Context: an optimization exercise on an open-source flow, tuned for a short achievable clock period. The choices shown serve that exercise and are no tape-out recipe.
The RTL was checked by simulation tests, not by an equivalence proof against the original design.
The clock port is modelled as an ideal driver; clocking choices that lean on that would not hold on a real chip.
Power is estimated from default activity; no workload was simulated.

`design/flow/design.v`:
```
module trace_pack (
    input  wire        clk,
    input  wire        rst,
    input  wire        instruction_valid,
    input  wire        branch_taken,
    input  wire        trap,
    input  wire        is_return,
    input  wire        is_indirect_jump,
    input  wire        retire_valid,
    input  wire        writeback_valid,
    input  wire        breakpoint_valid,
    output wire        flush,           
    output wire [2:0]  pending,
    output wire        nsq,             
    output reg  [1:0]  rr,              
    output wire        wb               
);
    reg [2:0] pending_seq;
    assign nsq = instruction_valid &
                 (trap | is_return | is_indirect_jump | branch_taken);
    assign wb  = retire_valid & writeback_valid;
    wire interesting = nsq | breakpoint_valid | wb;
    wire plain       = instruction_valid & ~interesting;
    always @* begin
        if (trap)                  rr = 2'd0;
        else if (is_return)        rr = 2'd1;
        else if (is_indirect_jump) rr = 2'd2;
        else                       rr = 2'd3;
    end
    assign flush   = (pending_seq != 3'd0) &
                     ((pending_seq == 3'd7) ? (instruction_valid | breakpoint_valid | wb)
                                            : interesting);
    assign pending = pending_seq;
    always @(posedge clk) begin
        if (rst)
            pending_seq <= 3'd0;
        else if (interesting)
            pending_seq <= 3'd0;
        else if (plain)
            pending_seq <= (pending_seq == 3'd7) ? 3'd1 : pending_seq + 3'd1;
    end
endmodule
module trace_encode (
    input  wire        flush,
    input  wire [2:0]  pending,
    input  wire        nsq,
    input  wire [1:0]  rr,
    input  wire        wb,
    input  wire        bkpt_valid,
    input  wire [3:0]  bkpt,
    input  wire [31:0] branch_target,
    input  wire [4:0]  writeback_register,
    input  wire [31:0] writeback_value,
    output reg  [4:0]  count,
    output reg  [63:0] nybble_data
);
    wire [36:0] wbv = {writeback_value, writeback_register};
    wire        pnz = (pending != 3'd0);
    wire [3:0] bp;
    wire [4:0] bw;
    assign bp[0] = |branch_target[7:0];
    assign bp[1] = |branch_target[15:8];
    assign bp[2] = |branch_target[23:16];
    assign bp[3] = |branch_target[31:24];
    assign bw[0] = |wbv[7:0];
    assign bw[1] = |wbv[15:8];
    assign bw[2] = |wbv[23:16];
    assign bw[3] = |wbv[31:24];
    assign bw[4] = |wbv[36:32];
    wire [4:0] kp;
    assign kp[4] = bp[3];
    assign kp[3] = ~bp[3] & bp[2];
    assign kp[2] = ~bp[3] & ~bp[2] & bp[1];
    assign kp[1] = ~bp[3] & ~bp[2] & ~bp[1] & bp[0];
    assign kp[0] = ~bp[3] & ~bp[2] & ~bp[1] & ~bp[0];
    wire [5:0] kw;
    assign kw[5] = bw[4];
    assign kw[4] = ~bw[4] & bw[3];
    assign kw[3] = ~bw[4] & ~bw[3] & bw[2];
    assign kw[2] = ~bw[4] & ~bw[3] & ~bw[2] & bw[1];
    assign kw[1] = ~bw[4] & ~bw[3] & ~bw[2] & ~bw[1] & bw[0];
    assign kw[0] = ~bw[4] & ~bw[3] & ~bw[2] & ~bw[1] & ~bw[0];
    wire [2:0] k_pc = {bp[3],
                       ~bp[3] & (bp[2] | bp[1]),
                       (~bp[3] & bp[2]) | (~bp[3] & ~bp[2] & ~bp[1] & bp[0])};
    wire [2:0] k_wb = {bw[4] | bw[3],
                       ~bw[4] & ~bw[3] & (bw[2] | bw[1]),
                       bw[4] | (~bw[4] & ~bw[3] & bw[2]) |
                       (~bw[4] & ~bw[3] & ~bw[2] & ~bw[1] & bw[0])};
    wire [6:0] mh_pc = {1'b0, kp, 1'b0};
    wire [6:0] mh_wb = {kw, 1'b0};
    wire [47:0] blk_pc = {8'd0, branch_target, 1'b0, k_pc, 4'hC};
    wire [47:0] blk_wb = {3'd0, wbv, 1'b1, k_wb, 4'hC};
    wire [3:0] sh = {pnz & bkpt_valid, ~pnz & bkpt_valid, pnz & ~bkpt_valid, ~pnz & ~bkpt_valid};
    wire       use_pc = nsq;
    wire       use_wb = ~nsq & wb;
    wire [3:0] seq_n  = {1'b0, pending};
    wire [3:0] nseq_n = {2'b10, rr};
    wire [7:0] bk_n   = {bkpt, 4'hD};
    wire [2:0] eh = {pnz & bkpt_valid, pnz ^ bkpt_valid, ~pnz & ~bkpt_valid};
    reg  [63:0] body, at_pc, at_wb;
    reg  [15:0] head;
    reg  [4:0]  c_pc, c_wb, c_no;
    integer o, e, m;
    always @* begin
        at_pc = 64'd0;
        at_wb = 64'd0;
        for (o = 0; o < 4; o = o + 1) begin
            at_pc = at_pc | ({64{sh[o]}} & ({16'd0, blk_pc} << (4 * (o + 1))));
            at_wb = at_wb | ({64{sh[o]}} & ({16'd0, blk_wb} << (4 * o)));
        end
        body = ({64{use_pc}} & at_pc) | ({64{use_wb}} & at_wb);
        case ({flush, nsq, bkpt_valid})
            3'b000: head = 16'd0;
            3'b001: head = {8'd0, bk_n};
            3'b010: head = {12'd0, nseq_n};
            3'b011: head = {4'd0, bk_n, nseq_n};
            3'b100: head = {12'd0, seq_n};
            3'b101: head = {4'd0, bk_n, seq_n};
            3'b110: head = {8'd0, nseq_n, seq_n};
            default: head = {bk_n, nseq_n, seq_n};
        endcase
        nybble_data = body | {48'd0, head};
        c_pc[0] = ~pnz;                          
        c_pc[4:1] = 4'd0;
        c_wb[0] = pnz;                           
        c_wb[4:1] = 4'd0;
        for (m = 1; m < 7; m = m + 1) begin
            for (e = 0; e < 3; e = e + 1)
                if (mh_pc[m] & eh[e]) c_pc[4:1] = c_pc[4:1] | (m + e);
            if (mh_wb[m] & ~bkpt_valid) c_wb[4:1] = c_wb[4:1] | m;
            if (mh_wb[m] &  bkpt_valid) c_wb[4:1] = c_wb[4:1] | (m + 1);
        end
        c_no = {3'd0, bkpt_valid, flush};        
        count = nsq ? c_pc : (wb ? c_wb : c_no);
    end
endmodule
module trace_decode (
    input  wire [63:0] window,
    input  wire [4:0]  avail,             
    output reg         ok,
    output reg  [1:0]  fault,             
    output reg  [4:0]  consumed,
    output reg         seq_valid,
    output reg  [2:0]  seq,
    output reg         branch_taken,
    output reg         trap,
    output reg         is_return,
    output reg         is_indirect_jump,
    output reg         pc_valid,
    output reg  [31:0] program_counter,
    output reg         writeback_valid,
    output reg  [4:0]  writeback_register,
    output reg  [31:0] writeback_value,
    output reg         breakpoint_valid,
    output reg  [3:0]  breakpoint_reason
);
    wire [3:0] s [0:15];
    genvar g;
    generate
        for (g = 0; g < 16; g = g + 1) begin : g_nyb
            assign s[g] = window[4*g +: 4];
        end
    endgenerate
    function ge_c;
        input [4:0] a;
        input [4:0] m;
        integer i;
        reg r;
        begin
            r = 1'b1;
            for (i = 0; i < 5; i = i + 1)
                r = m[i] ? (a[i] & r) : (a[i] | r);
            ge_c = r;
        end
    endfunction
    wire [17:0] ge;
    generate
        for (g = 0; g < 17; g = g + 1) begin : g_ge
            assign ge[g] = ge_c(avail, g);
        end
    endgenerate
    assign ge[17] = 1'b0;
    wire [63:0] wm;
    generate
        for (g = 0; g < 16; g = g + 1) begin : g_wm
            assign wm[4*g +: 4] = s[g] & {4{ge[g+1]}};
        end
    endgenerate
    wire s0_zero = (s[0] == 4'h0);
    wire s0_res  = (s[0][3:1] == 3'b111);
    wire a       = ~s[0][3] & (s[0][2:0] != 3'd0);      
    wire n0      = (s[0][3:2] == 2'b10);                 
    wire n1      = (s[1][3:2] == 2'b10) & ge[2];         
    wire [4:0] cc;                                       
    generate
        for (g = 0; g < 5; g = g + 1) begin : g_c
            assign cc[g] = (s[g] == 4'hC) & ge[g+1];
        end
    endgenerate
    wire n1u  = (s[1][3:2] == 2'b10);
    wire q1_0 = ~a & ~n0;
    wire q1_1 = (~a & n0) | (a & ~n1u);
    wire q1_2 = a & n1u;
    wire [2:0] du;
    assign du[0] = (s[0] == 4'hD);
    assign du[1] = (s[1] == 4'hD);
    assign du[2] = (s[2] == 4'hD);
    wire [4:0] q2;
    assign q2[0] = q1_0 & ~du[0];
    assign q2[1] = q1_1 & ~du[1];
    assign q2[2] = (q1_2 & ~du[2]) | (q1_0 & du[0]);
    assign q2[3] = q1_1 & du[1];
    assign q2[4] = q1_2 & du[2];
    wire [4:0] c_u;
    generate
        for (g = 0; g < 5; g = g + 1) begin : g_cu
            assign c_u[g] = (s[g] == 4'hC);
        end
    endgenerate
    wire [4:0] dp;
    assign dp[0] = c_u[0];
    assign dp[1] = (a | n0) & c_u[1];
    assign dp[2] = ((a & n1u) | du[0]) & c_u[2];
    assign dp[3] = (a | n0) & du[1] & c_u[3];
    assign dp[4] = a & n1u & du[2] & c_u[4];
    wire bk_trunc = (q1_0 & du[0] & ~ge[2]) |
                    (q1_1 & du[1] & ge[2] & ~ge[3]) |
                    (q1_2 & du[2] & ge[3] & ~ge[4]);
    reg  [4:0] v_ok;
    reg  [1:0] v_fault [0:4];
    reg  [4:0] v_cons  [0:4];
    reg  [4:0] d_pc;         
    reg  [4:0] d_wb;         
    reg  [4:0] t_pc;         
    reg  [4:0] t_wb;         
    reg  [2:0] k_p [0:4];
    reg  [5:0] kb_p [0:4];   
    reg        fits;
    reg  [4:0] len;
    integer p, b;
    always @* begin
        for (p = 0; p < 5; p = p + 1) begin
            k_p[p] = s[p+1][2:0];
            case (k_p[p])
                3'd0: begin fits = ge[p+2];  len = p + 2;  end
                3'd1: begin fits = ge[p+4];  len = p + 4;  end
                3'd2: begin fits = ge[p+6];  len = p + 6;  end
                3'd3: begin fits = ge[p+8];  len = p + 8;  end
                3'd4: begin fits = ge[p+10]; len = p + 10; end
                3'd5: begin fits = ge[p+12]; len = p + 12; end
                default: begin fits = 1'b0;  len = 5'd0;   end
            endcase
            if (~ge[p+1]) begin
                v_ok[p] = 1'b1; v_fault[p] = 2'd0; v_cons[p] = avail;
            end else if (s[p] != 4'hC) begin
                v_ok[p] = 1'b1; v_fault[p] = 2'd0; v_cons[p] = p;
            end else if (~ge[p+2]) begin
                v_ok[p] = 1'b0; v_fault[p] = 2'd2; v_cons[p] = 5'd0;
            end else if (k_p[p][2] & k_p[p][1]) begin     
                v_ok[p] = 1'b0; v_fault[p] = 2'd3; v_cons[p] = 5'd0;
            end else if (~fits) begin
                v_ok[p] = 1'b0; v_fault[p] = 2'd2; v_cons[p] = 5'd0;
            end else begin
                v_ok[p] = 1'b1; v_fault[p] = 2'd0;
                v_cons[p] = len;
            end
            for (b = 0; b < 6; b = b + 1)
                kb_p[p][b] = ge_c({2'd0, k_p[p]}, b + 1);
            t_pc[p] = dp[p] & ~s[p+1][3];
            t_wb[p] = dp[p] &  s[p+1][3];
            d_pc[p] = t_pc[p] & ge[p+1];
            d_wb[p] = t_wb[p] & ge[p+1];
        end
    end
    reg [4:0] sel_cons;
    reg [1:0] sel_fault;
    reg       sel_ok;
    always @* begin
        sel_ok    = 1'b0;
        sel_fault = 2'd0;
        sel_cons  = 5'd0;
        for (p = 0; p < 5; p = p + 1) begin
            sel_ok    = sel_ok    | (q2[p] & v_ok[p]);
            sel_fault = sel_fault | ({2{q2[p]}} & v_fault[p]);
            sel_cons  = sel_cons  | ({5{q2[p]}} & v_cons[p]);
        end
        if (~ge[1]) begin
            ok = 1'b0; fault = 2'd0; consumed = 5'd0;
        end else if (s0_zero) begin
            ok = 1'b1; fault = 2'd0; consumed = 5'd1;
        end else if (s0_res) begin
            ok = 1'b0; fault = 2'd1; consumed = 5'd0;
        end else if (bk_trunc) begin
            ok = 1'b0; fault = 2'd2; consumed = 5'd0;
        end else begin
            ok = sel_ok; fault = sel_fault; consumed = sel_cons;
        end
        seq_valid        = a;
        seq              = a ? s[0][2:0] : 3'd0;
        trap             = 1'b0;
        is_return        = 1'b0;
        is_indirect_jump = 1'b0;
        branch_taken     = 1'b0;
        if (~a & n0) begin
            trap             = (s[0][1:0] == 2'd0);
            is_return        = (s[0][1:0] == 2'd1);
            is_indirect_jump = (s[0][1:0] == 2'd2);
            branch_taken     = (s[0][1:0] == 2'd3);
        end
        if (a & n1) begin
            trap             = (s[1][1:0] == 2'd0);
            is_return        = (s[1][1:0] == 2'd1);
            is_indirect_jump = (s[1][1:0] == 2'd2);
            branch_taken     = (s[1][1:0] == 2'd3);
        end
        breakpoint_valid  = (q1_0 & du[0]) | (q1_1 & du[1] & ge[2]) | (q1_2 & du[2] & ge[3]);
        breakpoint_reason = ({4{q1_0 & du[0]}} & s[1]) |
                            ({4{q1_1 & du[1] & ge[2]}} & s[2]) |
                            ({4{q1_2 & du[2] & ge[3]}} & s[3]);
        pc_valid           = |d_pc;
        writeback_valid    = |d_wb;
        program_counter    = 32'd0;
        writeback_register = 5'd0;
        writeback_value    = 32'd0;
        for (p = 0; p < 5; p = p + 1) begin
            for (b = 0; b < 32; b = b + 1) begin
                program_counter[b] = program_counter[b] |
                    (t_pc[p] & kb_p[p][b/8] & wm[4*(p+2) + b]);
            end
            for (b = 0; b < 5; b = b + 1) begin
                writeback_register[b] = writeback_register[b] |
                    (t_wb[p] & kb_p[p][b/8] & wm[4*(p+2) + b]);
            end
            for (b = 0; b < 32; b = b + 1) begin
                if (4*(p+2) + b + 5 < 64)
                    writeback_value[b] = writeback_value[b] |
                        (t_wb[p] & kb_p[p][(b+5)/8] & wm[4*(p+2) + b + 5]);
            end
        end
    end
endmodule
module trace_codec (
    input  wire        clk,
    input  wire        rst,
    input  wire        instruction_valid,
    input  wire        branch_taken,
    input  wire [31:0] branch_target,
    input  wire        trap,
    input  wire        is_return,
    input  wire        is_indirect_jump,
    input  wire        retire_valid,
    input  wire        writeback_valid,
    input  wire [4:0]  writeback_register,
    input  wire [31:0] writeback_value,
    input  wire        breakpoint_valid,
    input  wire [3:0]  breakpoint_reason,
    output reg  [4:0]  enc_count,
    output reg  [63:0] enc_data,
    input  wire [63:0] dec_window,
    input  wire [4:0]  dec_avail,
    output reg         dec_ok,
    output reg  [1:0]  dec_fault,
    output reg  [4:0]  dec_consumed,
    output reg         dec_seq_valid,
    output reg  [2:0]  dec_seq,
    output reg         dec_branch_taken,
    output reg         dec_trap,
    output reg         dec_is_return,
    output reg         dec_is_indirect_jump,
    output reg         dec_pc_valid,
    output reg  [31:0] dec_program_counter,
    output reg         dec_writeback_valid,
    output reg  [4:0]  dec_writeback_register,
    output reg  [31:0] dec_writeback_value,
    output reg         dec_breakpoint_valid,
    output reg  [3:0]  dec_breakpoint_reason
);
    wire        p_flush, p_nsq, p_wb;
    wire [2:0]  p_pending;
    wire [1:0]  p_rr;
    trace_pack u_pack (
        .clk                (clk),
        .rst                (rst),
        .instruction_valid  (instruction_valid),
        .branch_taken       (branch_taken),
        .trap               (trap),
        .is_return          (is_return),
        .is_indirect_jump   (is_indirect_jump),
        .retire_valid       (retire_valid),
        .writeback_valid    (writeback_valid),
        .breakpoint_valid   (breakpoint_valid),
        .flush              (p_flush),
        .pending            (p_pending),
        .nsq                (p_nsq),
        .rr                 (p_rr),
        .wb                 (p_wb)
    );
    wire [4:0]  e_count;
    wire [63:0] e_data;
    trace_encode u_encode (
        .flush              (p_flush),
        .pending            (p_pending),
        .nsq                (p_nsq),
        .rr                 (p_rr),
        .wb                 (p_wb),
        .bkpt_valid         (breakpoint_valid),
        .bkpt               (breakpoint_reason),
        .branch_target      (branch_target),
        .writeback_register (writeback_register),
        .writeback_value    (writeback_value),
        .count              (e_count),
        .nybble_data        (e_data)
    );
    wire        d_ok, d_seq_valid, d_branch_taken, d_trap, d_is_return, d_is_indirect_jump;
    wire        d_pc_valid, d_writeback_valid, d_breakpoint_valid;
    wire [1:0]  d_fault;
    wire [4:0]  d_consumed, d_writeback_register;
    wire [2:0]  d_seq;
    wire [31:0] d_program_counter, d_writeback_value;
    wire [3:0]  d_breakpoint_reason;
    trace_decode u_decode (
        .window             (dec_window),
        .avail              (dec_avail),
        .ok                 (d_ok),
        .fault              (d_fault),
        .consumed           (d_consumed),
        .seq_valid          (d_seq_valid),
        .seq                (d_seq),
        .branch_taken       (d_branch_taken),
        .trap               (d_trap),
        .is_return          (d_is_return),
        .is_indirect_jump   (d_is_indirect_jump),
        .pc_valid           (d_pc_valid),
        .program_counter    (d_program_counter),
        .writeback_valid    (d_writeback_valid),
        .writeback_register (d_writeback_register),
        .writeback_value    (d_writeback_value),
        .breakpoint_valid   (d_breakpoint_valid),
        .breakpoint_reason  (d_breakpoint_reason)
    );
    always @(posedge clk) begin
        if (rst) begin
            enc_count              <= 5'd0;
            enc_data               <= 64'd0;
            dec_ok                 <= 1'b0;
            dec_fault              <= 2'd0;
            dec_consumed           <= 5'd0;
            dec_seq_valid          <= 1'b0;
            dec_seq                <= 3'd0;
            dec_branch_taken       <= 1'b0;
            dec_trap               <= 1'b0;
            dec_is_return          <= 1'b0;
            dec_is_indirect_jump   <= 1'b0;
            dec_pc_valid           <= 1'b0;
            dec_program_counter    <= 32'd0;
            dec_writeback_valid    <= 1'b0;
            dec_writeback_register <= 5'd0;
            dec_writeback_value    <= 32'd0;
            dec_breakpoint_valid   <= 1'b0;
            dec_breakpoint_reason  <= 4'd0;
        end else begin
            enc_count              <= e_count;
            enc_data               <= e_data;
            dec_ok                 <= d_ok;
            dec_fault              <= d_fault;
            dec_consumed           <= d_consumed;
            dec_seq_valid          <= d_seq_valid;
            dec_seq                <= d_seq;
            dec_branch_taken       <= d_branch_taken;
            dec_trap               <= d_trap;
            dec_is_return          <= d_is_return;
            dec_is_indirect_jump   <= d_is_indirect_jump;
            dec_pc_valid           <= d_pc_valid;
            dec_program_counter    <= d_program_counter;
            dec_writeback_valid    <= d_writeback_valid;
            dec_writeback_register <= d_writeback_register;
            dec_writeback_value    <= d_writeback_value;
            dec_breakpoint_valid   <= d_breakpoint_valid;
            dec_breakpoint_reason  <= d_breakpoint_reason;
        end
    end
endmodule
```
`design/flow/flow/run.sh`:
```
#!/bin/bash
# Standard ORFS layout of the design, at the design's clock and constraints,
# with these changes to how it is made:
# - synthesis is the standard synthesis, but ABC maps the logic with the
#   script flow/abc_map.script (choice computation, then delay-driven
#   standard-cell mapping) in place of ORFS's speed script;
# - no full/half-adder extraction (it freezes XOR/majority logic into
#   adder cells that ABC cannot restructure);
# - ABC sizes for strong input drivers, as the layout buffers every input;
# - timing repair is asked to keep a large setup margin: at the design's
#   period the paths already meet timing, so without a margin repair_timing
#   leaves the critical path as synthesis mapped it;
# - after the CTS and global-route repairs, more sizing-only repair passes
#   (flow/post_cts.tcl, flow/post_grt.tcl);
# - every port still gets its buffer, but a plain buffer rather than the
#   delay cell the resizer picks by default, and resizing may change a
#   cell's footprint, so those buffers can be sized up.
set -euo pipefail
cd "$(dirname "$0")/.."
export FLOW_WORK="$PWD"
export ABC_MAP_SCRIPT="$PWD/flow/abc_map.script"
bash standard.sh SYNTH_SCRIPT="$PWD/flow/synth_abc.tcl" \
    SETUP_SLACK_MARGIN=24 ADDER_MAP_FILE= ABC_DRIVER_CELL=sky130_fd_sc_hd__buf_8 \
    MATCH_CELL_FOOTPRINT=0 "BUFFER_PORTS_ARGS=-buffer_cell sky130_fd_sc_hd__buf_4" \
    POST_CTS_TCL="$PWD/flow/post_cts.tcl" POST_GLOBAL_ROUTE_TCL="$PWD/flow/post_grt.tcl" finish > flow_make.log 2>&1
```
`design/flow/flow/abc_map.script`:
```
strash
dch -f
map -D 30 -f
buffer -c
topo
stime -c
upsize -c
dnsize -c
```
`design/flow/flow/post_cts.tcl`:
```
# After ORFS's post-CTS timing repair: one more repair pass that only
# resizes gates and swaps pins (ORFS's pass can stop early on a failed
# buffering move), then re-legalize, as ORFS does after its own repair.
log_cmd estimate_parasitics -placement
log_cmd repair_timing -setup_margin 24 -sequence "sizeup,swap" -repair_tns 100 -skip_last_gasp -verbose
log_cmd detailed_placement
check_placement -verbose
report_worst_slack
```
`design/flow/flow/post_grt.tcl`:
```
# After ORFS's global-route timing repair: more repair passes that only
# resize gates and swap pins (ORFS's pass can stop early on a failed
# buffering move), each followed by re-legalizing and re-routing the changed
# nets, as ORFS does after its own repair; then rewrite the route guides.
for {set pass 0} {$pass < 2} {incr pass} {
  log_cmd global_route -start_incremental
  log_cmd repair_timing -setup_margin 24 -sequence "sizeup,swap" -repair_tns 100 -skip_last_gasp -verbose
  log_cmd detailed_placement
  log_cmd global_route -end_incremental
  log_cmd estimate_parasitics -global_routing
  report_worst_slack
}
write_guides $::env(RESULTS_DIR)/route.guide
```
`design/flow/flow/synth_abc.tcl`:
```
# The standard synthesis (synth_recipe.tcl, sourced unchanged below), with
# one change: the combinational mapping call to ABC runs the script named in
# ABC_MAP_SCRIPT instead of ORFS's speed script. Flip-flops are mapped before
# ABC runs and ABC is not asked to touch them (no -dff), so the registers,
# their names and cell types are those of the standard synthesis.
proc abc {args} {
  set i [lsearch -exact $args -script]
  if {$i >= 0 && [info exists ::env(ABC_MAP_SCRIPT)]} {
    lset args [expr {$i + 1}] $::env(ABC_MAP_SCRIPT)
  }
  yosys abc {*}$args
}
source $::env(FLOW_WORK)/synth_recipe.tcl
```
`design/flow/standard.sh`:
```
#!/bin/bash
# synth_recipe.tcl (not shown) runs the flow's synth.tcl, then flattens the netlist and writes it again
# the make line also repeats each setting of config.mk as NAME=value (left out here)
make -C /OpenROAD-flow-scripts/flow DESIGN_CONFIG=/design/flow/config.mk WORK_HOME=/design/flow/orfs CLKGATE_MAP_FILE= SYNTH_SCRIPT=/design/flow/synth_recipe.tcl "${@:-finish}"
```
`design/flow/config.mk`:
```
export PLATFORM = sky130hd
export DESIGN_NAME = trace_codec
export DESIGN_NICKNAME = trace_codec
export VERILOG_FILES = /design/flow/design.v
export SDC_FILE = /design/flow/constraint.sdc
export NUM_CORES = 4
export LEC_CHECK = 0
export CAP_MARGIN = 20
export CORE_MARGIN = 2
export CORE_UTILIZATION = 40
export SLEW_MARGIN = 20
```
`design/flow/constraint.sdc`:
```
create_clock -name core_clock -period 30.0 [get_ports {clk}]
set_input_delay 6.0000 -clock core_clock [delete_from_list [all_inputs] [get_ports {clk}]]
set_output_delay 6.0000 -clock core_clock [all_outputs]
set_load 0.01 [all_outputs]
```
==> results of run 1 <==
[final cells by class]
| type | count | area [um2] |
|---|---|---|
| Clock buffer | 19 | 452.9 |
| Clock inverter | 13 | 171.4 |
| Fill cell | 1632 | 4886 |
| Inverter | 203 | 1081 |
| Multi-Input combinational cell | 1303 | 10670 |
| Sequential cell | 156 | 3323 |
| Tap cell | 341 | 426.7 |
| Timing Repair Buffer | 526 | 5908 |
| Timing Repair inverter | 7 | 110.1 |
[synthesized netlist by cell type (2+ instances only)]
cell,n
a22oi_1,19
inv_2,8
buf_4,17
nor3_1,17
a41oi_1,59
nand2_2,10
a211oi_1,3
clkinv_1,3
nand3b_1,5
and3_1,2
nand2_4,3
nor2_4,13
nand4_1,33
nand3_1,160
inv_1,190
o21ai_0,136
or2_1,4
nor2_1,196
a31oi_1,20
o21ai_1,3
clkbuf_1,38
buf_2,23
dfxtp_1,156
nand2_1,332
o22ai_1,58
o221ai_1,4
o31ai_1,2
o21a_1,6
a41oi_2,17
nor4_1,3
nor2_2,22
buf_6,4
o211ai_1,2
buf_1,2
a21oi_1,141
a32oi_1,2
and2_1,2
[critical path, delay by kind of cell]
| kind | cells | cell delay [ns] |
|---|---|---|
| compound gates | 3 | 0.49 |
| buf+inv | 2 | 0.37 |
| simple gates | 4 | 0.74 |
[metrics by stage]
stage / worst slack (ns) / util (%)
floorplan: 22.79 / -
global placement: 21.59 / 53.00
detailed placement: 21.59 / 53.00
finish: 22.73 / 81.92
[sequential cells by signal, summed over array words and instances, names as in the netlist]
signal,cells
dec_branch_taken,1
dec_breakpoint_reason,4
dec_breakpoint_valid,1
dec_consumed,5
dec_fault,2
dec_is_indirect_jump,1
dec_is_return,1
dec_ok,1
dec_pc_valid,1
dec_program_counter,32
dec_seq,3
dec_seq_valid,1
dec_trap,1
dec_writeback_register,5
dec_writeback_valid,1
dec_writeback_value,32
enc_count,4
enc_data,57
u_pack.pending_seq,3
[worst max path at each step]
| stage | from | end | slack, ns |
|---|---|---|---|
| after detailed placement | dec_window[11] | dec_writeback_valid | 21.59 |
| after floorplan | dec_window[9] | dec_writeback_value[18] | 22.79 |
| final | writeback_value[10] | enc_data[12] | 22.73 |
| after global placement | dec_window[11] | dec_writeback_valid | 21.59 |
[routing by layer]
layer / part of all wire [%] / track usage, %
met5: 0 / 0
met3: 12 / 10.79
met1: 33 / 47.73
met4: 11 / 31.40
met2: 44 / 70.74
[cell families after synthesis]
family / after synthesis / share of synthesized area, %
buffers and inverters: 287 / 10.96
AND/OR/NAND/NOR: 810 / 33.05
flip-flops: 156 / 28.35
other: 1 / 0.03405
AO/OA/AOI/OAI: 478 / 27.60
[where the power goes]
part	internal (uW)	leakage [uW]	total [uW]	switching (uW)
Clock	132	0.000308	245	113
Combinational	77.0	0.00662	201	124
Sequential	213	0.00134	217	3.14
Total	422	0.00826	663	241
==> run summary, run 1 <==
Ports 313; crit start category input pin; port bufs 301; setup slack, reg-to-reg about 28 ns; Worst EP required roughly 30 ns; final hold violation count 0; Clock Skew approximately 0.0071 ns; Final Cycle Share 24.23%; Leakage 0.008262 uW; Final min period a little over 7 ns; die area 0.02888 mm2; dpl cells around 2300; drt drc 0; top cell type's share of synthesized area 28.35%; commonest non-fill, non-tap cell in the layout buf_6; vias in the first global route 16000; Antenna diodes 0; FF-to-FF path depth 10; Max Cap Viol 0; WL per Instance 27.46 um; violation count after the first detailed-route iteration 2737; CP Cell Sequence buf_4, inv_1, nand3_2, nor2_4, nand2_2, nand3b_1, a21oi_2, o21ai_1, a31oi_1; register area share after synthesis 28.35%; fraction of registers with async set/reset 0%; Skew-Pair Late Insertion Delay 0.45 ns; cell taking the most area after synthesis dfxtp_1; Reg-to-Reg End enc_data[12]; EDFF count, synth 0; Pwr Total 662.9 uW; Core Region about 0.027 mm2; Post-DP Area about 0.014 mm2; CTS Sinks 156; fin cells 2568; Final Instance Area 0.02214 mm2; Slowest Stage Delay on Critical Path 0.37 ns; Initial DRT Pass Iterations 15; Setup TNS 0 ns; Area Overhead vs Synth 101.0%; total track usage between 40% and 50%; vias 17320; num rows 60; largest net degree at the start of global routing 69; Slew Viols, Final 0; via/cell ratio 6.744; gpl congestion ~0.95; DRT antenna net count 0; maximum fanout along the worst path 4; hold_sp u_pack.pending_seq[0]; #FFs+latches synth 156; Yosys cell types 54; Worst Tran Pin Value 0.7915 ns; top post-synthesis cells by area dfxtp_1, nand2_1, nand3_1; Total Wirelength slightly above 70 mm; share of cells above drive strength 1 about two thirds; reg2reg start u_pack.pending_seq[2]; CTS tree done; Pwr per Cell Area 29.94 mW/mm2; # setup viols final 0; Final Hold Slack 0.5452 ns; Slowest-stage cell, CP nand3b_1; Crit Path Category in2reg; # nets final 2366; initial core utilization 40.75%; commonest cells after routing, fill and taps aside buf_6, buf_4, nand2_1; global-route wire length before repair 94.35 mm; hold depth 2; Avg Inst Size Synth around 6.4 um2; die width around 170 um; f_max approximately 140 MHz; status complete, no violations; Die H 169.9 um; Reg clk slew, reported paths 0.08 ns; antenna violations before repair 1; Rel. slew slack between 40% and 50%; hold crit path type reg2reg; Max rail drop VDD 0.03352 mV; critical path data arrival time 7.62 ns; Post-Syn Instances 1732; HPWL Detailed 37.96 mm; Endpoint, Worst Hold enc_data[0]; crit path capture type flop; synth warn 8; gr ovfl total 0; Most used DFF post-synth dfxtp_1; Syn Std Cell Area approximately 0.011 mm2
==> inputs of run 2 (changes only) <==
--- a/design/flow/design.v
+++ b/design/flow/design.v
@@ -58,35 +58,21 @@
     wire        pnz = (pending != 3'd0);
-    wire [3:0] bp;
-    wire [4:0] bw;
-    assign bp[0] = |branch_target[7:0];
-    assign bp[1] = |branch_target[15:8];
-    assign bp[2] = |branch_target[23:16];
-    assign bp[3] = |branch_target[31:24];
-    assign bw[0] = |wbv[7:0];
-    assign bw[1] = |wbv[15:8];
-    assign bw[2] = |wbv[23:16];
-    assign bw[3] = |wbv[31:24];
-    assign bw[4] = |wbv[36:32];
-    wire [4:0] kp;
-    assign kp[4] = bp[3];
-    assign kp[3] = ~bp[3] & bp[2];
-    assign kp[2] = ~bp[3] & ~bp[2] & bp[1];
-    assign kp[1] = ~bp[3] & ~bp[2] & ~bp[1] & bp[0];
-    assign kp[0] = ~bp[3] & ~bp[2] & ~bp[1] & ~bp[0];
-    wire [5:0] kw;
-    assign kw[5] = bw[4];
-    assign kw[4] = ~bw[4] & bw[3];
-    assign kw[3] = ~bw[4] & ~bw[3] & bw[2];
-    assign kw[2] = ~bw[4] & ~bw[3] & ~bw[2] & bw[1];
-    assign kw[1] = ~bw[4] & ~bw[3] & ~bw[2] & ~bw[1] & bw[0];
-    assign kw[0] = ~bw[4] & ~bw[3] & ~bw[2] & ~bw[1] & ~bw[0];
-    wire [2:0] k_pc = {bp[3],
-                       ~bp[3] & (bp[2] | bp[1]),
-                       (~bp[3] & bp[2]) | (~bp[3] & ~bp[2] & ~bp[1] & bp[0])};
-    wire [2:0] k_wb = {bw[4] | bw[3],
-                       ~bw[4] & ~bw[3] & (bw[2] | bw[1]),
-                       bw[4] | (~bw[4] & ~bw[3] & bw[2]) |
-                       (~bw[4] & ~bw[3] & ~bw[2] & ~bw[1] & bw[0])};
-    wire [6:0] mh_pc = {1'b0, kp, 1'b0};
-    wire [6:0] mh_wb = {kw, 1'b0};
+    wire [4:0] nz_pc, nz_wb;
+    assign nz_pc[4] = 1'b0;
+    assign nz_pc[3] = |branch_target[31:24];
+    assign nz_pc[2] = |branch_target[31:16];
+    assign nz_pc[1] = |branch_target[31:8];
+    assign nz_pc[0] = |branch_target;
+    assign nz_wb[4] = |wbv[36:32];
+    assign nz_wb[3] = |wbv[36:24];
+    assign nz_wb[2] = |wbv[36:16];
+    assign nz_wb[1] = |wbv[36:8];
+    assign nz_wb[0] = |wbv;
+    wire [2:0] k_pc = {nz_pc[3], nz_pc[1] & ~nz_pc[3],
+                       (nz_pc[0] & ~nz_pc[1]) | (nz_pc[2] & ~nz_pc[3])};
+    wire [2:0] k_wb = {nz_wb[3], nz_wb[1] & ~nz_wb[3],
+                       (nz_wb[0] & ~nz_wb[1]) | (nz_wb[2] & ~nz_wb[3]) | nz_wb[4]};
+    wire [6:0] mh_pc = {nz_pc[4], nz_pc[3] & ~nz_pc[4], nz_pc[2] & ~nz_pc[3],
+                        nz_pc[1] & ~nz_pc[2], nz_pc[0] & ~nz_pc[1], ~nz_pc[0], 1'b0};
+    wire [6:0] mh_wb = {nz_wb[4], nz_wb[3] & ~nz_wb[4], nz_wb[2] & ~nz_wb[3],
+                        nz_wb[1] & ~nz_wb[2], nz_wb[0] & ~nz_wb[1], ~nz_wb[0], 1'b0};
     wire [47:0] blk_pc = {8'd0, branch_target, 1'b0, k_pc, 4'hC};
@@ -183,8 +169,2 @@
     assign ge[17] = 1'b0;
-    wire [63:0] wm;
-    generate
-        for (g = 0; g < 16; g = g + 1) begin : g_wm
-            assign wm[4*g +: 4] = s[g] & {4{ge[g+1]}};
-        end
-    endgenerate
     wire s0_zero = (s[0] == 4'h0);
@@ -234,4 +214,2 @@
     reg  [4:0] d_wb;         
-    reg  [4:0] t_pc;         
-    reg  [4:0] t_wb;         
     reg  [2:0] k_p [0:4];
@@ -269,6 +247,4 @@
                 kb_p[p][b] = ge_c({2'd0, k_p[p]}, b + 1);
-            t_pc[p] = dp[p] & ~s[p+1][3];
-            t_wb[p] = dp[p] &  s[p+1][3];
-            d_pc[p] = t_pc[p] & ge[p+1];
-            d_wb[p] = t_wb[p] & ge[p+1];
+            d_pc[p] = dp[p] & ge[p+1] & ~s[p+1][3];
+            d_wb[p] = dp[p] & ge[p+1] &  s[p+1][3];
         end
@@ -328,3 +304,3 @@
                 program_counter[b] = program_counter[b] |
-                    (t_pc[p] & kb_p[p][b/8] & wm[4*(p+2) + b]);
+                    (d_pc[p] & kb_p[p][b/8] & window[4*(p+2) + b]);
             end
@@ -332,3 +308,3 @@
                 writeback_register[b] = writeback_register[b] |
-                    (t_wb[p] & kb_p[p][b/8] & wm[4*(p+2) + b]);
+                    (d_wb[p] & kb_p[p][b/8] & window[4*(p+2) + b]);
             end
@@ -337,3 +313,3 @@
                     writeback_value[b] = writeback_value[b] |
-                        (t_wb[p] & kb_p[p][(b+5)/8] & wm[4*(p+2) + b + 5]);
+                        (d_wb[p] & kb_p[p][(b+5)/8] & window[4*(p+2) + b + 5]);
             end
==> design/flow/flow/run.sh (replaced) <==
#!/bin/bash
# Standard ORFS layout of the design, at the design's clock and constraints,
# with these changes to how it is made:
# - timing repair is asked to keep a large setup margin: at the design's
#   period the paths already meet timing, so without a margin repair_timing
#   leaves the critical path as synthesis mapped it;
# - no full/half-adder extraction (it freezes XOR/majority logic into
#   adder cells that ABC cannot restructure);
# - ABC sizes for strong input drivers, as the layout buffers every input;
# - the slow wide OR/NOR cells are kept out of the netlist, on top of the
#   platform's own don't-use list.
set -euo pipefail
cd "$(dirname "$0")/.."
BASE="sky130_fd_sc_hd__probe_p_8 sky130_fd_sc_hd__probec_p_8 sky130_fd_sc_hd__lpflow_bleeder_1 sky130_fd_sc_hd__lpflow_clkbufkapwr_1 sky130_fd_sc_hd__lpflow_clkbufkapwr_16 sky130_fd_sc_hd__lpflow_clkbufkapwr_2 sky130_fd_sc_hd__lpflow_clkbufkapwr_4 sky130_fd_sc_hd__lpflow_clkbufkapwr_8 sky130_fd_sc_hd__lpflow_clkinvkapwr_1 sky130_fd_sc_hd__lpflow_clkinvkapwr_16 sky130_fd_sc_hd__lpflow_clkinvkapwr_2 sky130_fd_sc_hd__lpflow_clkinvkapwr_4 sky130_fd_sc_hd__lpflow_clkinvkapwr_8 sky130_fd_sc_hd__lpflow_decapkapwr_12 sky130_fd_sc_hd__lpflow_decapkapwr_3 sky130_fd_sc_hd__lpflow_decapkapwr_4 sky130_fd_sc_hd__lpflow_decapkapwr_6 sky130_fd_sc_hd__lpflow_decapkapwr_8 sky130_fd_sc_hd__lpflow_inputiso0n_1 sky130_fd_sc_hd__lpflow_inputiso0p_1 sky130_fd_sc_hd__lpflow_inputiso1n_1 sky130_fd_sc_hd__lpflow_inputiso1p_1 sky130_fd_sc_hd__lpflow_inputisolatch_1 sky130_fd_sc_hd__lpflow_isobufsrc_1 sky130_fd_sc_hd__lpflow_isobufsrc_16 sky130_fd_sc_hd__lpflow_isobufsrc_2 sky130_fd_sc_hd__lpflow_isobufsrc_4 sky130_fd_sc_hd__lpflow_isobufsrc_8 sky130_fd_sc_hd__lpflow_isobufsrckapwr_16 sky130_fd_sc_hd__lpflow_lsbuf_lh_hl_isowell_tap_1 sky130_fd_sc_hd__lpflow_lsbuf_lh_hl_isowell_tap_2 sky130_fd_sc_hd__lpflow_lsbuf_lh_hl_isowell_tap_4 sky130_fd_sc_hd__lpflow_lsbuf_lh_isowell_4 sky130_fd_sc_hd__lpflow_lsbuf_lh_isowell_tap_1 sky130_fd_sc_hd__lpflow_lsbuf_lh_isowell_tap_2 sky130_fd_sc_hd__lpflow_lsbuf_lh_isowell_tap_4"
SLOW="sky130_fd_sc_hd__or4_* sky130_fd_sc_hd__or4b_* sky130_fd_sc_hd__or4bb_* sky130_fd_sc_hd__nor4_* sky130_fd_sc_hd__nor4b_* sky130_fd_sc_hd__nor4bb_* sky130_fd_sc_hd__or3_* sky130_fd_sc_hd__or3b_* sky130_fd_sc_hd__nor3_* sky130_fd_sc_hd__nor3b_*"
bash standard.sh SETUP_SLACK_MARGIN=24 ADDER_MAP_FILE= ABC_DRIVER_CELL=sky130_fd_sc_hd__buf_8 "DONT_USE_CELLS=$BASE $SLOW" finish > flow_make.log 2>&1
removed: design/flow/flow/abc_map.script
removed: design/flow/flow/post_cts.tcl
removed: design/flow/flow/post_grt.tcl
removed: design/flow/flow/synth_abc.tcl
==> run 2 against run 1 <==
Critical path type unchanged. Flip-flop and latch count stayed put. Critical path depth is 2 higher. Highest routed layer is now met5. Critical endpoint is now dec_program_counter[29]. Cell area fell by 20%. Die area shrank 8.9%. Setup slack worse by 0.27 ns. Area after synthesis down 9.1%. Sequential power about the same. Clock power is essentially flat. Utilization down 9.1 points. Clock-buffer cell count is 2 lower. Global-route usage shrank 4.3 points.
==> run summary, run 2 <==
violation count after the first detailed-route iteration roughly 2300; Initial DRT Pass Iterations 13; Avg Inst Size Synth 8.225 um2; commonest cells after routing, fill and taps aside buf_6, dfxtp_2, buf_4; status complete, no violations; Final Cycle Share 25.12%; # nets final 1782; Core Region 0.02446 mm2; Reg clk slew, reported paths 0.08 ns; die width between 150 and 200 um; initial core utilization 40.92%; Clock Skew between 0.01 and 0.015 ns; count leader, synth dfxtp_1; CTS Sinks 156; register area share after synthesis 31.20%; Leakage 0.006766 uW; post-route setup slack about 22 ns; Pwr Total 627.4 uW; top cell type's share of synthesized area 31.20%; H-Tree Depth 4; RSZ-0062 raised after global routing true; Yosys cell types a little over 70; commonest non-fill, non-tap cell in the layout buf_6; register area 0.003317 mm2; dpl cells 1757; Area Overhead vs Synth 78.00%; Worst Tran Pin Value 1.017 ns; #FFs+latches synth 156; drt drc 0; gr ovfl total 0; cell taking the most area after synthesis dfxtp_1; Synth top cells by count dfxtp_1, nor2_1, nand2_1; fin cells 1968; pre-CTS setup slack a little over 20 ns; Slew Viols, Final 0; HPWL Detailed 31.69 mm; DRT antenna net count 0; port bufs 301; Skew-Pair Late Insertion Delay roughly 0.44 ns; Max rail drop VDD 0.03989 mV; Rel. slew slack about a third; Total Wirelength 52.82 mm; fraction of registers with async set/reset 0%; WL per Instance between 20 and 30 um; Die H 162.2 um; Hold-fix buffers, CTS 0; f_max 132.7 MHz; Syn Std Cell Area 0.01001 mm2; Worst EP required 30.32 ns; Final min period 7.536 ns; final hold violation count 0; Multi-input gate area between 0.007 and 0.008 mm2; top post-synthesis cells by area dfxtp_1, mux4_2, a22oi_1; Setup TNS 0 ns; max reg flops 57; Post-Syn Instances roughly 1200; synth warn 8; crit start category input pin; maximum fanout along the worst path 7; Reg with most FFs enc_data; vias around 13000; Crit Path Category in2reg; clk buf depth 2; gpl congestion 0.9362; CTS tree done; share of cells above drive strength 1 between 50 and 60%; TritonCTS Buffers 17; EDFF count, synth 0; Pwr per Cell Area roughly 35 mW/mm2; die area 0.02631 mm2; Fill cells about 1800; Ports 313; vias in the first global route 12730; Most used DFF post-synth dfxtp_1; num rows 57; Top Registers enc_data (57), dec_program_counter (32), dec_writeback_value (32); largest net degree at the start of global routing 75; crit path capture type flop; via/cell ratio approximately 6.8; # setup viols final 0; antenna violations before repair 2; critical path data arrival time 7.86 ns; hold crit path type reg2reg; global-route wire length before repair 77.34 mm; Root Driver clkbuf_16; total track usage 38.41%; Max Cap Viol 0
[run 2: worst paths after layout]
kind	end	slack, ns	depth (start not counted)	start
worst max register to register	enc_data[37]	27.47	6	u_pack.pending_seq[1]
worst max-delay path	dec_program_counter[29]	22.46	11	dec_avail[1]
worst min register to register	enc_data[2]	0.56	2	u_pack.pending_seq[2]
worst min-delay path	enc_data[2]	0.56	2	u_pack.pending_seq[2]
[run 2: area by class of cell]
cell class / count / area share, %
Multi-Input combinational cell: 947 / 43.76
Timing Repair Buffer: 492 / 31.35
Sequential cell: 156 / 18.62
Clock buffer: 17 / 2.388
Tap cell: 324 / 2.275
Clock inverter: 15 / 1.229
Inverter: 16 / 0.3722
Antenna cell: 1 / 0.01404
[run 2: critical path, stage by stage]
cell and delay (ns):
buf_8 0.10, buf_12 0.12, a2111o_1 0.40, nand4_1 0.14, buf_6 0.15, a311oi_4 0.05
buf_6 0.15, and2_4 0.17, buf_6 0.12, a222oi_1 0.34, a21oi_1 0.12
[run 2: what timing repair did]
| item | CTS | global route |
|---|---|---|
| pin swaps | 166 | 121 |
| setup endpoints to repair | 309 | 309 |
| cloned | 20 | 0 |
| gates resized for setup | 1556 | 88 |
| buffers inserted | 122 | 36 |
[run 2: routing by layer]
| metal | share of wire (%) | vias up | global-route usage [%] |
|---|---|---|---|
| met1 | 38 | 6303 | 52.69 |
| li1 | - | 5573 | - |
| met3 | 14 | 232 | 11.31 |
| met5 | 0.025 | - | 0 |
| met2 | 43 | 1220 | 56.31 |
| met4 | 4.6 | 2 | 16.13 |
[run 2: power by group]
part | total, uW | switching [uW] | internal (uW)
logic | 167 | 88.1 | 79.2
registers | 218 | 3.77 | 214
clock network | 242 | 113 | 129
total | 627 | 204 | 423
[run 2: through the flow]
stage | utilization [%] | instance area, um2 | hold slack (ns)
after floorplan | - | 11000 | 0.5253
after global placement | 55.99 | 13700 | 0.5760
after detailed placement | 55.99 | 13700 | 0.5590
after CTS | 69.89 | 17100 | 0.5736
after global routing | 72.84 | 17820 | 0.5939
final | 72.84 | 17820 | 0.5605
[run 2: cells by family (layout without fill, tap and decap cells)]
family                   after synthesis  in the layout  synth area share [%]
AND/OR/NAND/NOR                      459            459                 21.75
AO/OA/AOI/OAI                        422            422                 31.71
flip-flops                           156            156                 31.20
buffers and inverters                121            540                 5.175
multiplexers                          53             53                 9.675
XOR/XNOR                               4              4                0.3501
adder cells (fa/ha/maj)                1              1                0.1000
other                                  1              9               0.03746
==> inputs of run 3 (changes only) <==
--- a/design/flow/flow/run.sh
+++ b/design/flow/flow/run.sh
@@ -9,2 +9,5 @@
 # - ABC sizes for strong input drivers, as the layout buffers every input;
+# - every port still gets its buffer, but a plain buffer rather than the
+#   delay cell the resizer picks by default, and resizing may change a
+#   cell's footprint, so those buffers can be sized up;
 # - the slow wide OR/NOR cells are kept out of the netlist, on top of the
@@ -15,2 +18,4 @@
 SLOW="sky130_fd_sc_hd__or4_* sky130_fd_sc_hd__or4b_* sky130_fd_sc_hd__or4bb_* sky130_fd_sc_hd__nor4_* sky130_fd_sc_hd__nor4b_* sky130_fd_sc_hd__nor4bb_* sky130_fd_sc_hd__or3_* sky130_fd_sc_hd__or3b_* sky130_fd_sc_hd__nor3_* sky130_fd_sc_hd__nor3b_*"
-bash standard.sh SETUP_SLACK_MARGIN=24 ADDER_MAP_FILE= ABC_DRIVER_CELL=sky130_fd_sc_hd__buf_8 "DONT_USE_CELLS=$BASE $SLOW" finish > flow_make.log 2>&1
+bash standard.sh SETUP_SLACK_MARGIN=24 ADDER_MAP_FILE= ABC_DRIVER_CELL=sky130_fd_sc_hd__buf_8 \
+    MATCH_CELL_FOOTPRINT=0 "BUFFER_PORTS_ARGS=-buffer_cell sky130_fd_sc_hd__buf_4" \
+    "DONT_USE_CELLS=$BASE $SLOW" finish > flow_make.log 2>&1
==> run 3 against run 2 <==
Still clean. Maximum frequency rose by 0.39%. Global-route usage shrank 1.8 points. Non-clock buffer count down 5. Sequential power about the same. Clock-buffer cell count grew 1. Sequential share of layout area grew 0.35 points. Cell count decreased by 0.20%. Clock power shrank 3%. Critical path type unchanged. Highest routed layer unchanged.
==> run summary, run 3 <==
post-synthesis compound-gate area fraction a little under a third; Final Hold Slack 0.5843 ns; FF-to-FF path depth 7; total track usage a little over a third; Reg power frac 35.6%; Core Region about 0.024 mm2; TritonCTS Buffers 17; XOR/XNOR Fraction of Synth Area 0.3500%; RSZ-0062 raised after global routing true; Synth top cells by count dfxtp_1, nor2_1, nand2_1; Final Cycle Share between 20% and 30%; commonest non-fill, non-tap cell in the layout buf_6; vias in the first global route between 10000 and 15000; Net Sw Frac about a third; setup slack, reg-to-reg 27.26 ns; reg2reg start u_pack.pending_seq[1]; Crit Path Category in2reg; Clock Skew 0.01455 ns; Endpoint, Worst Hold enc_data[2]; Max Cap Viol 0; largest net degree at the start of global routing 87; DR WL met2 21.87 mm; share of cells above drive strength 1 59.63%; Avg Inst Size Synth ~8.2 um2; WL per Instance around 26 um; Reg-to-Reg End enc_data[37]; Post-Syn Instances around 1200; initial core utilization 40.92%; clk buf depth 2; port bufs 301; internal power 416.0 uW; Top Metal Used met5; Leakage between 0.006 and 0.007 uW; critical path data arrival time 7.81 ns; commonest cells after routing, fill and taps aside buf_6, buf_4, dfxtp_2; HPWL Detailed 31.36 mm; Setup TNS 0 ns; Combinational Power Share 26.2%; Reg clk slew, reported paths 0.08 ns; crit path capture type flop; Skew-Pair Late Insertion Delay 0.45 ns; top cell type's share of synthesized area 31.20%; Ports 313; die width 162.2 um; num rows between 50 and 60; # setup viols final 0; hold crit path type reg2reg; Post-Route Utilization between 70% and 80%; Worst Tran Pin Value 0.8468 ns; synth warn 8; Rel. slew slack between 40 and 50%; Hold-fix buffers, CTS 0; dpl cells 1752; status complete, no violations; Max rail drop VDD 0.03000 mV; CTS tree done; vias 13110; Yosys cell types a little over 70; hold depth 2; DRT antenna net count 0; via/cell ratio 6.673; count leader, synth dfxtp_1; final hold violation count 0; die area between 0.02 and 0.03 mm2; global-route wire length before repair ~74 mm; Root Driver clkbuf_16; multiplexer share of the synthesized area 9.675%; violation count after the first detailed-route iteration 2241; Slew Viols, Final 0; drt drc 0; Final min period 7.507 ns; Total Wirelength 50.77 mm; Initial DRT Pass Iterations 13; Most used DFF post-synth dfxtp_1; Clock power frac 38.2%; Syn Std Cell Area roughly 0.010 mm2; Post-Synth Simple-Gate Area 21.75%; # nets final 1779; hold_sp u_pack.pending_seq[2]; Reg with most FFs enc_data; Top Registers enc_data (57), dec_program_counter (32), dec_writeback_value (32); sw power 197.8 uW; crit start category input pin; register area share after synthesis 31.20%; Post-DP Area 0.01290 mm2; #FFs+latches synth 156; Area Overhead vs Synth 74.83%; gpl congestion between 0.9 and 1; antenna violations before repair 0; Antenna diodes 0; Die H 162.2 um; largest family of logic cells by synthesized area compound AO/OA/AOI/OAI gates; f_max 133.2 MHz; Metal-1 WL 19.41 mm; fin cells 1964; gr ovfl total 0; Final Instance Area 0.01750 mm2; fraction of registers with async set/reset 0%; H-Tree Depth 4; routed wl met3 7.308 mm; Post-Synth Adder-Cell Area 0.1000%; CTS Sinks around 160; Worst EP required roughly 30 ns; maximum fanout along the worst path 8; max reg flops 57; EDFF count, synth 0; top post-synthesis cells by area dfxtp_1, mux4_2, a22oi_1; cell taking the most area after synthesis dfxtp_1; Pwr per Cell Area 35.07 mW/mm2
run 3: cell counts after synthesis:
Identical to the previous run, type by type.
run 3: area by class of cell:
type / instances / area (um2)
Multi-Input combinational cell: 949 / 7889
Clock inverter: 14 / 173.9
Timing Repair Buffer: 487 / 5215
Tap cell: 324 / 405.4
Inverter: 16 / 67.56
Fill cell: 1876 / 6963
Sequential cell: 156 / 3319
Clock buffer: 18 / 429.2
run 3: cells by family after synthesis:
logic type	count (synthesis)
AOI/OAI and AO/OA	422
xor gates and xnor gates	4
adders and majority gates	1
buffers and inverters	121
DFF	156
muxes	53
other	1
and+or+nand+nor	459
run 3: repair_timing:
item                                    4_1_cts  5_1_grt
cloned                                       17        1
pin swaps                                   168      101
resized for setup                           505       71
endpoints found under the setup margin      309      309
buffers inserted                            135       27
run 3: critical path: stages:
cell and delay [ns]:
buf_12 0.10, a2111o_1 0.49, nand4_1 0.17, buf_4 0.15, a311oi_4 0.04, buf_6 0.15
and2_4 0.16, a222oi_1 0.36, a21oi_1 0.17
run 3: worst max-delay path by stage:
stage            startpoint                      end
6_report       dec_avail[0]  dec_program_counter[29]
5_1_grt        dec_avail[0]  dec_program_counter[23]
4_1_cts        dec_avail[0]  dec_program_counter[30]
3_5_place_dp   dec_avail[2]  dec_writeback_value[15]
3_3_place_gp   dec_avail[2]  dec_writeback_value[15]
2_1_floorplan  dec_avail[4]  dec_writeback_value[27]
run 3: power by group through the flow:
stage,Sequential [uW],Combinational (uW),Clock (uW)
global route,219,167,245
finish,218,161,235
CTS,218,148,235
detailed placement,222,111,0
global placement,222,111,0
floorplan,224,58.1,0
run 3: per-stage QoR:
step	total power, uW	worst slack [ns]
floorplan	282.5	22.47
global placement	332.5	21.53
detailed placement	332.6	21.49
CTS	601.7	22.62
global route	630.4	22.46
finish	613.8	22.49
run 3: layer usage:
layer / up-vias / GRT usage, %
met1: 6141 / 50.23
li1: 5559 / -
met4: 2 / 12.67
met5: - / 0
met2: 1203 / 54.51
met3: 201 / 11.44

-- separate check: timing with driven ports --
The results above use ideal ports. As a check the final layouts listed here were re-extracted and re-timed, cells and wires unchanged.
Step 1: set_driving_cell puts a clkbuf_16 on clk and a buf_2 on each other input, an assumption about the parent block.
Step 2, shift: input delay + t, output delay - t, t = (earliest + latest rising clock arrival at the registers) / 2. This alone moves slack from input paths to output paths.
Slacks: no drivers / after step 1 / after step 2; pairs: no drivers / after step 1.
run | shift t [ns] | slack for setup (ns) | worst setup path after step 2 | clock arrival spread, ns
run 1 | 0.489 | 22.732 / 22.750 / 22.261 | input to register | 0.016 / 0.016
run 2 | 0.492 | 22.464 / 22.470 / 21.978 | input to register | 0.020 / 0.020
run 3 | 0.490 | 22.493 / 22.448 / 21.958 | input to register | 0.016 / 0.017
After both steps setup and hold are still met in every run listed. The setup slack of run 3, which loses most, moves by -0.045 ns with the drivers and by -0.535 ns with both steps.
